This design comes from an exercise in tuning for small area, a short achievable clock period and few clock cycles per item on the open sky130 flow, not from production work.
The RTL was checked by simulation tests, not by an equivalence proof against the original design.
Power figures rest on the tool's default switching activity, not on a simulated workload.

Setup of run 1:
Design bope_geom, start of the top module:
module bope_geom (
    input  wire        clk,
    input  wire        rst,         
    input  wire        in_valid,
    output wire        in_ready,
    input  wire [1:0]  in_op,       
    input  wire [31:0] in_arg0,     
    input  wire [31:0] in_arg1,     
    input  wire [31:0] in_arg2,     
    input  wire [31:0] in_arg3,     
    input  wire [31:0] in_arg4,     
    output reg         out_valid,
    input  wire        out_ready,
    output reg  [3:0]  out_err,
    output wire [31:0] out_res0,
    output wire [31:0] out_res1,
    output wire [31:0] out_res2
);
Size: roughly 2,900 cells after synthesis, ~270 I/O pins, about 32,000 µm² of cells after synthesis.
Settings: LEC_CHECK=0, CAP_MARGIN=20, CORE_MARGIN=2, CORE_UTILIZATION=40, CTS_CLUSTER_DIAMETER=120, CTS_CLUSTER_SIZE=24, SLEW_MARGIN=20; clock period 22.0 ns.
standard.sh (not shown) runs the stock make flow with config.mk's settings and CLKGATE_MAP_FILE= SYNTH_SCRIPT=/design/flow/synth_recipe.tcl, a recipe that flattens the netlist after the stock synthesis.
==> flow/flow/run.sh <==
#!/bin/bash
# The standard layout, with plain buf_1 cells as the port buffers
# instead of the delay cells buffer_ports picks on its own, and repair_timing
# (after CTS and after global routing) aiming well past the 0-slack mark.
set -o pipefail
export BUFFER_PORTS_ARGS="-buffer_cell sky130_fd_sc_hd__buf_1"
export SETUP_SLACK_MARGIN=15.5
bash standard.sh > standard.log 2>&1
Run 1 reached the end of the flow, and the finished layout is clean on the timing, design-rule and antenna checks.
Testbench counts of run 1, summed over its fixed seeds: cycles 24,032, items 24,000.
Modified inputs, run 2 compared to run 1
- CTS_CLUSTER_DIAMETER removed (was 120)
- CTS_CLUSTER_SIZE removed (was 24)
diff --git a/flow/flow/run.sh b/flow/flow/run.sh
--- a/flow/flow/run.sh
+++ b/flow/flow/run.sh
@@ -5,4 +5,4 @@
 set -o pipefail
 export BUFFER_PORTS_ARGS="-buffer_cell sky130_fd_sc_hd__buf_1"
-export SETUP_SLACK_MARGIN=15.5
+export SETUP_SLACK_MARGIN=16.5
 bash standard.sh > standard.log 2>&1
==> comparison <==
Run 2 went all the way through the flow, and no timing, DRC or antenna check failed. Design area: lower on run 1. Run 2 ends up with higher overall global routing resource usage than run 1 does. NOTE: data arrival time at the worst-slack endpoint in run 2 falls short of that of run 1. Comparing mean routed wirelength per cell for run 2 and run 1, the smaller number came from run 1. For total power, dividing the value from run 1 by the value from run 2 gives 0.930. Summary — clock power, run 2 relative to run 1: higher, by 83%.
#### Input delta (run 3 over run 2)
- putting CTS_CLUSTER_DIAMETER at 150 where nothing was set
- putting CTS_CLUSTER_SIZE at 30 where nothing was set
[summary]
- [compare] base=run 2 new=run 3: global routing usage summed across all routing layers shows a reduction of 0.37 points, area growth from synthesis to layout decreased 3.5 points, flip-flop and latch count stayed essentially flat, critical path depth essentially unchanged.
- Of run 2 and run 3, the higher first-pass detailed-route iteration total belongs to run 2.
- Part of the Yosys area used for sequential elements: run 3 vs run 2 identical
- Changes observed in run 3 relative to run 2: wire length decreased about 1.8%, power dissipated in the clock network decreased 51%.

Starting RTL as in the previous note.
==> flow/design.v (excerpt) <==
module bope_geom (
    input  wire        clk,
    input  wire        rst,         
    input  wire        in_valid,
    output wire        in_ready,
    input  wire [1:0]  in_op,       
    input  wire [31:0] in_arg0,     
    input  wire [31:0] in_arg1,     
    input  wire [31:0] in_arg2,     
    input  wire [31:0] in_arg3,     
    input  wire [31:0] in_arg4,     
    output reg         out_valid,
    input  wire        out_ready,
    output reg  [3:0]  out_err,
    output wire [31:0] out_res0,
    output wire [31:0] out_res1,
    output wire [31:0] out_res2
);
clock: 22.0 ns
lec_check: 0
cap_margin: 20
core_margin: 2
core_utilization: 55
cts_cluster_diameter: 120
cts_cluster_size: 24
place_density: 0.68
slew_margin: 20
==> flow/flow/run.sh <==
#!/bin/bash
# The standard layout, with plain buf_1 cells as the port buffers
# instead of the delay cells buffer_ports picks on its own, and repair_timing
# (after CTS and after global routing) aiming well past the 0-slack mark.
set -o pipefail
export BUFFER_PORTS_ARGS="-buffer_cell sky130_fd_sc_hd__buf_1"
export SETUP_SLACK_MARGIN=16.5
bash standard.sh > standard.log 2>&1
The starting point produced a clean layout.
Testbench counts at the start, summed over its fixed seeds: cycles 24,032, items 24,000.
==> next run, changes <==
--- a/flow/config.mk
+++ b/flow/config.mk
@@ -9,6 +9,5 @@
 export CORE_MARGIN = 2
-export CORE_UTILIZATION = 55
+export CORE_UTILIZATION = 40
 export CTS_CLUSTER_DIAMETER = 120
 export CTS_CLUSTER_SIZE = 24
-export PLACE_DENSITY = 0.68
 export SLEW_MARGIN = 20
- worst setup slack degrades by 25 ps
- combinational power barely changes
- power is higher by about 0.6%
- wire length rose by about 4%
- area after synthesis stays the same
- core utilization drops by 16 points
- global-route usage fell by 5.9 points

==> port drivers added, routing unchanged <==
The results above use ideal ports. As a check the final layouts listed here were re-extracted and re-timed, cells and wires unchanged. Step 1 (the two cells are an assumption about what drives the block):
set clk [get_ports {clk}]
set_driving_cell -lib_cell sky130_fd_sc_hd__clkbuf_16 $clk
set_driving_cell -lib_cell sky130_fd_sc_hd__buf_2 [delete_from_list [all_inputs] $clk]
Step 2 moves the port delays by t, midway between the first and last clock arrival at a register: inputs arrive t later, outputs are due t later. That takes back most of the time a late clock gives input paths. Slacks: ideal ports / drivers / drivers and shift; pairs: ideal ports / drivers.
run	t (ns)	slack for setup (ns)	hold slack, ns	worst setup path at the end	worst slew at a driven data input, ns
run 1	0.638	16.247 / 16.247 / 16.243	0.438 / 0.438 / 0.438	input to register	0.06
run 2	0.658	16.425 / 16.359 / 16.148	0.408 / 0.408 / 0.408	input to register	0.06
run 3	0.623	16.430 / 16.367 / 16.170	0.414 / 0.414 / 0.414	input to register	0.06
the first run of note 2	0.623	16.457 / 16.397 / 16.224	0.434 / 0.434 / 0.434	input to register	0.05
the second run of note 2	0.641	16.432 / 16.365 / 16.159	0.433 / 0.433 / 0.433	input to register	0.06
After both steps setup and hold are still met in every run listed. For run 2, which loses most, drivers alone change the setup slack by -0.066 ns; drivers and shift together by -0.277 ns.
